From an optimization exercise on the open Yosys and OpenROAD flow, aimed at small area, a short achievable clock period and few clock cycles per item; shortcuts taken in it are not production practice.
The RTL was checked by simulation tests, not by an equivalence proof against the original design.
Power figures rest on the tool's default switching activity, not on a simulated workload.

==> flow/design.v <==
module dtg_wpe (
    input  wire        clk,
    input  wire        rst,           
    input  wire        start,
    input  wire        op,
    input  wire [31:0] freq_hz,
    input  wire [31:0] duty_raw,      
    input  wire [31:0] dt_raw,        
    input  wire [11:0] div16_in,
    input  wire [15:0] top_in,
    output wire        ready,
    output reg         done,
    output reg         err,
    output reg  [11:0] div16,
    output reg  [15:0] top,
    output wire [31:0] cc,
    output wire [15:0] eff_ticks,
    output wire [31:0] achieved_dt_ns,
    output wire [31:0] achieved_freq
);
    localparam [31:0] K0 = 32'd2000000000;    
    localparam [17:0] K1 = 18'd244140;        
    reg        busy;
    reg aSET, aDIV, aDINC, aD1, aD2, aC, aWM, aFIN, aDONE;
    reg phQ, phC;            
    reg ksel;                
    reg d16;                 
    reg topv;                
    reg d2v;                 
    reg dv;                  
    reg [29:0] ra;           
    reg [29:0] ya;           
    reg [25:0] qa;           
    reg  [4:0] cnta;         
    reg        kb;           
    reg mWTOP, mD2, mA, mWT, mE2, mE3, mADT, mDONE;
    reg needd2;
    reg [18:0] acc;          
    reg  [3:0] cntm;
    reg [16:0] duty_q;       
    reg  [2:0] mwin;         
    reg tWD, tSAT, tDIV, tDONE;
    reg [12:0] rt;           
    reg [15:0] nq;           
    reg  [4:0] cntt;
    reg        sat;
    reg [15:0] a_r;
    reg [15:0] b_r;
    reg [26:0] adt;
    assign ready          = ~busy;
    assign cc             = {b_r, a_r};
    assign eff_ticks      = nq;
    assign achieved_dt_ns = {5'd0, adt};
    assign achieved_freq  = {7'd0, qa[24:0]};
    wire        f_err   = (freq_hz < 32'd4) | (freq_hz > 32'd41666666);
    wire        f_big   = (freq_hz > 32'd953);
    wire        d16_in  = (div16_in == 12'd16);
    wire [16:0] duty_c  = duty_raw[31]               ? 17'd0 :
                          (duty_raw > 32'h0001_0000) ? 17'h1_0000 :
                                                       duty_raw[16:0];
    wire [27:0] dt_c    = dt_raw[31]          ? 28'd0 :
                          (|dt_raw[30:27])    ? 28'h800_0000 :
                                                {1'b0, dt_raw[26:0]};
    function [4:0] msb30(input [29:0] v);
        integer i;
        begin
            msb30 = 5'd0;
            for (i = 0; i < 30; i = i + 1)
                if (v[i]) msb30 = i[4:0];
        end
    endfunction
    function kbit(input [4:0] idx);
        begin
            kbit = (idx != 5'd31) & K0[idx];
        end
    endfunction
    wire [4:0]  ym      = msb30(ya);
    wire [4:0]  s0      = 5'd31 - ym;
    wire [4:0]  k_init  = 5'd30 - ym;
    wire [31:0] r_init  = K0 >> s0;
    wire        kb_init = kbit(k_init);
    wire        kb_next = kbit(cnta - 5'd1);
    wire        alast   = (cnta == {1'b0, ksel, ksel, 1'b0, ksel});    
    wire [30:0] sh      = {ra, kb};
    wire [31:0] ax = ({32{aDIV}} & {1'b0, sh}) |
                     ({32{aD1}}  & {2'b0, ra}) |
                     ({32{aD2}}  & {14'd0, K1});
    wire [31:0] ay = {2'b0, ya};
    wire [25:0] qinc = qa + 26'd1;
    wire [16:0] qdec = qa[16:0] - 17'd1;
    wire [31:0] az  = ax - ay;
    wire        age = ~az[31];
    function [2:0] dwin(input [11:0] d, input [3:0] j);
        reg [14:0] dx;
        begin
            dx   = {2'b00, d, 1'b0};
            dwin = dx >> {j[2:0], 1'b0};
        end
    endfunction
    wire        bneg = mwin[2] & ~(mwin[1] & mwin[0]);
    wire        btwo = (mwin == 3'b011) | (mwin == 3'b100);
    wire        bone = mwin[1] ^ mwin[0];
    wire [15:0] mx   = mADT ? nq : top;
    wire [18:0] bmag = ({19{btwo}} & {2'b0, mx, 1'b0}) | ({19{bone}} & {3'b0, mx});
    wire        mB   = mD2 | mA | mADT;
    wire [18:0] mxo = ({19{mB}}       & acc) |
                      ({19{mWT}}      & {3'b0, a_r}) |
                      ({19{mE3}}      & {3'b0, b_r});
    wire [18:0] myo = ({19{mB}}  & (bmag ^ {19{bneg}})) |
                      ({19{mWT}} & {3'b0, nq}) |
                      ({19{mE3}} & ~{3'b0, a_r});
    wire        mcin = (mB & bneg) | (mWT & (|rt)) | mE3;
    wire [19:0] msum1 = {mxo, 1'b1} + {myo, mcin};    
    wire [18:0] msum = msum1[19:1];
    wire        s_lt = acc[16:0] < {1'b0, top};
    wire [18:0] mshr = {{2{msum[18]}}, msum[18:2]};
    wire [3:0]  cntm1 = cntm + 4'd1;
    wire [12:0] tsh  = tSAT ? rt : {rt[11:0], nq[15]};
    wire [13:0] tz   = {1'b0, tsh} - {2'b0, div16};
    wire        tge  = ~tz[13];
    wire a_fin = aFIN | aDONE;
    wire m_fin = mDONE | (mADT & (cntm == 4'd6)) | (mE3 & d16);
    wire fin   = a_fin & m_fin;
    always @(posedge clk) begin
            done <= 1'b0;
            if (!busy) begin
                err    <= ~op & f_err;
                topv   <= 1'b0;
                d2v    <= 1'b0;
                dv     <= 1'b0;
                sat    <= 1'b0;
                duty_q <= duty_c;
                rt     <= dt_c[27:15];
                nq     <= {dt_c[14:0], 1'b0};
                cntm   <= 4'd0;
                ya     <= {freq_hz[25:0], 4'd0};
                div16  <= op ? div16_in : 12'd16;
                top    <= top_in;
                acc    <= d16_in ? 19'd1 : {7'd0, div16_in};
                mwin   <= d16_in ? 3'b001 : {div16_in[1:0], 1'b0};
                d16    <= op ? d16_in : f_big;
                needd2 <= op | ~f_big;
                ksel   <= ~op & ~f_big;
                phQ    <= ~op & ~f_big;
                phC    <= ~op & f_big;
                if (start) begin
                    busy   <= 1'b1;
                    if (op) begin
                        mD2    <= 1'b1;
                        aWM    <= 1'b1;
                        tSAT   <= 1'b1;
                    end else if (f_err) begin
                        aDONE  <= 1'b1;
                        mDONE  <= 1'b1;
                        tDONE  <= 1'b1;
                    end else if (f_big) begin
                        aSET   <= 1'b1;
                        mWTOP  <= 1'b1;
                        tSAT   <= 1'b1;
                    end else begin
                        aSET   <= 1'b1;
                        mWTOP  <= 1'b1;
                        tWD    <= 1'b1;
                    end
                end
            end else begin
                if (aSET) begin
                    ra   <= r_init[29:0];
                    cnta <= k_init;
                    kb   <= kb_init;
                    qa   <= 26'd0;
                    aSET <= 1'b0;
                    aDIV <= 1'b1;
                end
                if (aDIV) begin
                    ra   <= age ? az[29:0] : sh[29:0];
                    qa   <= {qa[24:0], age};
                    cnta <= cnta - 5'd1;
                    kb   <= kb_next;
                    if (alast) begin
                        aDIV  <= 1'b0;
                        aDINC <= phQ;
                        aC    <= phC;
                        aFIN  <= ~phQ & ~phC;
                    end
                end
                if (aDINC) begin
                    div16 <= qinc[11:0];
                    dv    <= 1'b1;
                    aDINC <= 1'b0;
                    aD1   <= 1'b1;
                end
                if (aD1) begin
                    ya  <= az[29:0];
                    aD1 <= 1'b0;
                    aD2 <= 1'b1;
                end
                if (aD2) begin
                    ya   <= {4'd0, az[29:4]};
                    ksel <= 1'b0;
                    phQ  <= 1'b0;
                    phC  <= 1'b1;
                    aD2  <= 1'b0;
                    aSET <= 1'b1;
                end
                if (aC) begin
                    qa   <= {1'b0, qinc[25:1]};
                    top  <= qdec[16:1];
                    topv <= 1'b1;
                    phC  <= 1'b0;
                    aC   <= 1'b0;
                    if (d16) begin
                        ya   <= {9'd0, qinc[17:1], 4'd0};
                        aSET <= 1'b1;
                    end else begin
                        aWM  <= 1'b1;
                    end
                end
                if (aWM && d2v) begin
                    aWM  <= 1'b0;
                    aSET <= 1'b1;
                end
                if (aFIN) begin
                    qa    <= {1'b0, qinc[25:1]};
                    aFIN  <= 1'b0;
                    aDONE <= 1'b1;
                end
                if (mWTOP && topv) begin
                    cntm  <= 4'd0;
                    mWTOP <= 1'b0;
                    if (needd2) begin
                        acc  <= {7'd0, div16};
                        mwin <= {div16[1:0], 1'b0};
                        mD2  <= 1'b1;
                    end else begin
                        acc  <= 19'd0;
                        mwin <= {duty_q[1:0], 1'b0};
                        mA   <= 1'b1;
                    end
                end
                if (mD2) begin
                    ya[13:0] <= {msum[1:0], ya[13:2]};
                    acc  <= mshr;
                    cntm <= cntm1;
                    mwin <= dwin(div16, cntm1);
                    if (d16) begin
                        ya   <= {9'd0, msum[16:0], 4'd0};
                        d2v  <= 1'b1;
                        acc  <= 19'd0;
                        cntm <= 4'd0;
                        mwin <= {duty_q[1:0], 1'b0};
                        mD2  <= 1'b0;
                        mA   <= 1'b1;
                    end
                    if (cntm == 4'd6) begin
                        ya[29:14] <= mshr[15:0];
                        d2v  <= 1'b1;
                        acc  <= 19'd0;
                        cntm <= 4'd0;
                        mwin <= {duty_q[1:0], 1'b0};
                        mD2  <= 1'b0;
                        mA   <= 1'b1;
                    end
                end
                if (mA) begin
                    acc    <= mshr;
                    duty_q <= {2'b00, duty_q[16:2]};
                    mwin   <= {duty_q[3:1]};
                    cntm   <= cntm1;
                    if (cntm == 4'd8) begin
                        a_r <= msum[15:0];
                        mA  <= 1'b0;
                        mWT <= 1'b1;
                    end
                end
                if (mWT && tDONE) begin
                    mWT <= 1'b0;
                    if (sat) begin
                        b_r <= top;
                        mE3 <= 1'b1;
                    end else begin
                        acc <= msum;
                        mE2 <= 1'b1;
                    end
                end
                if (mE2) begin
                    b_r <= s_lt ? acc[15:0] : top;
                    mE2 <= 1'b0;
                    mE3 <= 1'b1;
                end
                if (mE3) begin
                    nq   <= msum[15:0];
                    adt  <= {8'd0, msum[15:0], 3'd0};
                    acc  <= 19'd1;
                    cntm <= 4'd0;
                    mwin <= {div16[1:0], 1'b0};
                    mE3  <= 1'b0;
                    mADT <= ~d16;
                    mDONE <= d16;
                end
                if (mADT) begin
                    adt[12:0] <= {msum[1:0], adt[12:2]};
                    acc  <= mshr;
                    cntm <= cntm1;
                    mwin <= dwin(div16, cntm1);
                    if (cntm == 4'd6) begin
                        adt[26:13] <= mshr[13:0];
                        mADT  <= 1'b0;
                        mDONE <= 1'b1;
                    end
                end
                if (tWD && dv) begin
                    tWD  <= 1'b0;
                    tSAT <= 1'b1;
                end
                if (tSAT) begin
                    tSAT <= 1'b0;
                    if (tge) begin
                        sat   <= 1'b1;
                        tDONE <= 1'b1;
                    end else begin
                        cntt <= 5'd16;
                        tDIV <= 1'b1;
                    end
                end
                if (tDIV) begin
                    rt   <= tge ? tz[12:0] : tsh;
                    nq   <= {nq[14:0], tge};
                    cntt <= cntt - 5'd1;
                    if (cntt == 5'd1) begin
                        tDIV  <= 1'b0;
                        tDONE <= 1'b1;
                    end
                end
                if (fin) begin
                    done  <= 1'b1;
                    busy  <= 1'b0;
                    {aSET, aDIV, aDINC, aD1, aD2, aC, aWM, aFIN, aDONE} <= 9'd0;
                    {mWTOP, mD2, mA, mWT, mE2, mE3, mADT, mDONE} <= 8'd0;
                    {tWD, tSAT, tDIV, tDONE} <= 4'd0;
                end
            end
        if (rst) begin
            busy  <= 1'b0;
            done  <= 1'b0;
            {aSET, aDIV, aDINC, aD1, aD2, aC, aWM, aFIN, aDONE} <= 9'd0;
            {mWTOP, mD2, mA, mWT, mE2, mE3, mADT, mDONE} <= 8'd0;
            {tWD, tSAT, tDIV, tDONE} <= 4'd0;
        end
    end
endmodule
==> flow/flow/run.sh <==
#!/bin/bash
set -euo pipefail
cd "$(dirname "$0")/.."
export SETUP_SLACK_MARGIN=6
bash standard.sh > standard.log 2>&1
==> flow/standard.sh <==
#!/bin/bash
# synth_recipe.tcl (not shown) runs the flow's synth.tcl, then flattens the netlist and writes it again
# the make line also repeats each setting of config.mk as NAME=value (left out here)
make -C /OpenROAD-flow-scripts/flow DESIGN_CONFIG=/design/flow/config.mk WORK_HOME=/design/flow/orfs CLKGATE_MAP_FILE= SYNTH_SCRIPT=/design/flow/synth_recipe.tcl "${@:-finish}"
==> flow/config.mk <==
export PLATFORM = sky130hd
export DESIGN_NAME = dtg_wpe
export DESIGN_NICKNAME = dtg_wpe
export VERILOG_FILES = /design/flow/design.v
export SDC_FILE = /design/flow/constraint.sdc
export NUM_CORES = 4
export LEC_CHECK = 0
export CAP_MARGIN = 20
export CORE_MARGIN = 2
export CORE_UTILIZATION = 40
export PLACE_DENSITY = 0.6
export SLEW_MARGIN = 20
==> flow/constraint.sdc <==
create_clock -name core_clock -period 10.0 [get_ports {clk}]
set_input_delay 2.0000 -clock core_clock [delete_from_list [all_inputs] [get_ports {clk}]]
set_output_delay 2.0000 -clock core_clock [all_outputs]
set_load 0.01 [all_outputs]
==> summary.txt <==
==> worst reg2reg max path, stage by stage (launching register included) <==
cell,delay [ps]
edfxtp_1,400
ha_2,210
mux2_4,350
buf_12,170
a22oi_2,160
xnor2_1,140
o221ai_1,120
ha_1,350
and3_1,250
a221o_1,360
a21oi_2,190
nor2_1,100
a211o_1,310
or4_4,440
nand3_4,100
o311ai_1,110
o21ai_1,120
==> stage by stage <==
step                      instances  instance area [sq um]    util  setup slack, ps  power, mW
final                          3480                  27150  0.5045             6032      4.445
after global routing           3478                  27140  0.5044             5906      4.605
after CTS                      3461                  26690  0.4960             5958      4.358
after detailed placement       3361                  24690  0.4588             4696      2.811
after global placement         3361                  24680  0.4587             4708      2.800
after floorplan                2570                  21850       -             6117      2.306
==> cells by family after synthesis <==
| kind of cell | after synthesis | synth area share |
|---|---|---|
| buffers and inverters | 336 | 0.06643 |
| other | 1 | 0.0001719 |
| multiplexers | 95 | 0.04635 |
| AO/OA/AOI/OAI | 825 | 0.2568 |
| XOR/XNOR | 103 | 0.04171 |
| flip-flops | 288 | 0.3594 |
| adder cells (fa/ha/maj) | 98 | 0.05725 |
| AND/OR/NAND/NOR | 813 | 0.1719 |
==> worst paths after layout <==
check | slack (ps) | to
setup / recovery | 6030 | tDONE
hold / removal | 500 | dv
hold reg to reg | 500 | dv
setup reg to reg | 6030 | acc[16]
==> cells in the mapped netlist, drive strengths merged, types with 20 or more instances <==
cell type  count  area share
nor2b         20      0.0057
nand2        256       0.044
xnor2         70       0.028
a21o          21      0.0072
mux2          38       0.020
o31ai         20      0.0075
buf           78       0.022
inv          134       0.023
nor4          25      0.0075
o221ai        34       0.014
nand2b        24      0.0069
dfxtp         81       0.074
a31oi         41       0.012
ha            95       0.055
o21ai        186       0.043
a211oi        28      0.0099
o211ai        24      0.0087
nand3         93       0.021
mux2i         56       0.026
nor3          51       0.012
edfxtp       207        0.29
a22o          49       0.020
and3          20      0.0057
o21a          24      0.0083
nor2         237       0.041
clkbuf       122       0.021
a21oi        200       0.046
xor2          33       0.013
a22oi         20      0.0069
==> power groups by stage <==
stage	combinational [mW]	sequential [mW]	clock [mW]
after floorplan	0.811	1.49	0
final	1.42	1.55	1.47
after global routing	1.52	1.56	1.53
after global placement	1.23	1.57	0
after detailed placement	1.24	1.57	0
after CTS	1.33	1.54	1.48
==> flip-flops by register name, summed over array words and instances (netlist names), 3 cells and up <==
name	cells
ra	30
ya	30
adt	27
qa	26
acc	19
duty_q	17
a_r	16
b_r	16
nq	16
top	16
rt	13
div16	12
cnta	5
cntt	5
cntm	4
mwin	3
==> layout make-up <==
cell class,count,area [sq um]
antenna,2,5.005
multi-input combinational,1946,13150
timing repair buffer,343,3420
clock inverter,21,261.5
sequential,288,7858
inverter,136,533.0
fill,5110,26660
timing repair inverter,1,5.005
tap,696,870.8
clock buffer,47,1047
==> layer usage <==
metal / up-vias / global-route usage / share of wire
met5: - / 0 / 0
met4: 0 / 0.1161 / 0.039
met3: 193 / 0.06016 / 0.094
met2: 1226 / 0.4948 / 0.44
met1: 10904 / 0.4563 / 0.42
li1: 9938 / - / -
==> what timing repair did <==
action / CTS / global route
pin swaps: 23 / 35
setup buffers: 28 / 17
resized for setup: 72 / 83
endpoints found under the setup margin: 135 / 94
gates cloned: 4 / 0
==> impl_metrics.py <==
metrics = {
    "outcome": {
        "status": "finished clean",
    },
    "logic_synthesis": {
        "synth_edf_count": 207,
        "ys_warn_count": 1,
        "ys.flop_type": "edfxtp_1",
        "synth_cells": 2559,
        "async_flop_share": 0,
        "ys_types": 97,
        "synth-seq-area-share": 0.3594,
        "synth_seq_cells": 288,
        "synth_area_sq_um": 21810,
        "syn_area_per_cell_sq_um": 8.523,
    },
    "worst_setup_path": {
        "slowest_stage": "clkdlybuf4s50_1",
        "critPathRequiredTime_ps": 10450,
        "endpoint_kind": "flip-flop",
        "cp_cell_sequence": "clkdlybuf4s50_1, or3_1, o31ai_1, a21oi_1, o21ai_0, o211ai_1, buf_4, a31oi_2, a31oi_1, o21a_1",
        "cpLargestDelayFamily": "compound AO/OA/AOI/OAI gates",
        "r2r-start": "mwin[1]",
        "setup.worst_path.start": "freq_hz[8]",
        "cp_slowest_stage_delay_ps": 550,
        "cp_max_fo": 4,
        "startpoint_type": "input pin",
        "path_depth": 10,
        "worstSetupPathType": "input pin to flip-flop",
        "cp.arrival_ps": 4420,
        "reg2reg_depth": 16,
        "path_buf_inv": 2,
    },
    "clock_network": {
        "numCtsBuffers": 37,
        "clk_path_buf_depth": 3,
        "cts_tree": "built",
        "htree_levels": 2,
        "insertion_delay_ps": 580,
        "cts_root_buf": "clkbuf_16",
        "clock_sinks": 288,
        "holdBufCountCts": 0,
        "clk_pin_slew_ps": 60,
    },
    "cells_and_area": {
        "nNetsFinal": 2979,
        "synthToLayoutAreaGrowth_pct": 24.49,
        "drive_above_1_share": 0.1175,
        "final_common_cell": "clkdlybuf4s50_1",
        "final_cell_mix": "clkdlybuf4s50_1, nand2_1, nor2_1",
    },
    "global_routing": {
        "grt_usage": 0.3237,
        "grt_overflow": 0,
        "grt_max_degree": 122,
        "antenna_found_initial": 2,
        "grt_pass1_wl_mm": 138.1,
        "grt_pass1_vias": 20653,
    },
    "hold_path": {
        "min_path_type": "flip-flop to flip-flop",
        "holdPathStages": 2,
        "min-delay-start": "dv",
    },
    "floorplan": {
        "fp.coreArea_sq_um": 53810,
        "fp.dieArea_sq_um": 56410,
        "rows": 85,
        "io_pins": 271,
        "start_util": 0.4053,
        "die_w_microns": 237.5,
        "die_y_microns": 237.5,
    },
    "detailed_routing": {
        "wl_mm": 94.10,
        "vias": 22261,
        "wire_per_inst_microns": 27.04,
        "viasPerCell": 6.397,
        "drt_iter0_drc": 3035,
        "detail-route-antenna-nets": 0,
        "drc_errors": 0,
        "dr.pass1.iters": 7,
    },
    "sta": {
        "hold_viol": 0,
        "tightest_slew_ps": 1156,
        "fin_crit_ps": 3968,
        "holdWs_ps": 496.2,
        "finalSetupTns_ps": 0,
        "fin_crit_sh": 0.3968,
        "fin_skew_ps": 29.61,
        "rsz0062_at_grt": "yes",
        "relSlewSlack": 0.2291,
        "max_freq_mhz": 252.0,
        "slew_violations": 0,
        "setup_viol": 0,
    },
    "job": {
        "drv_cap": 0,
    },
    "place": {
        "io_buffers": 258,
        "place_congestion": 0.9705,
        "dp_hpwl_mm": 70.00,
    },
    "power": {
        "p_sw_frac": 0.3515,
        "clock_power_share": 0.331,
        "comb_power_share": 0.320,
        "internal-power_mw": 2.882,
        "p_sw_mw": 1.562,
        "pwr-share-seq": 0.349,
        "peakVddDrop_mv": 0.1011,
        "p_leak_nw": 10.20,
        "power_density_nw_per_um2": 163.7,
    },
}
Testbench counts, summed over its fixed seeds: cycles 86,784, items 2,400.

separate check: timing with driven ports:
The flow's constraints put no driver on any port. The routed layout listed below was extracted and timed again, unchanged, in two steps.
Step 1 (the two cells are an assumption about what drives the block):
set clk [get_ports {clk}]
set_driving_cell -lib_cell sky130_fd_sc_hd__clkbuf_16 $clk
set_driving_cell -lib_cell sky130_fd_sc_hd__buf_2 [delete_from_list [all_inputs] $clk]
Step 2 moves the port delays by t, midway between the first and last clock arrival at a register: inputs arrive t later, outputs are due t later. That takes back most of the time a late clock gives input paths.
Slacks: ideal / step 1 / step 2; pairs: ideal / step 1.
t, ns: 0.625
setup WS [ns]: 6.032 / 6.034 / 5.437
hold WS [ns]: 0.496 / 0.496 / 0.496
clock arrival spread, ns: 0.030 / 0.029
slew at the worst register clock pin (ns): 0.06 / 0.06
After both steps this run still meets setup and hold. The setup slack of this run moves by +0.002 ns with the drivers and by -0.595 ns with both steps.
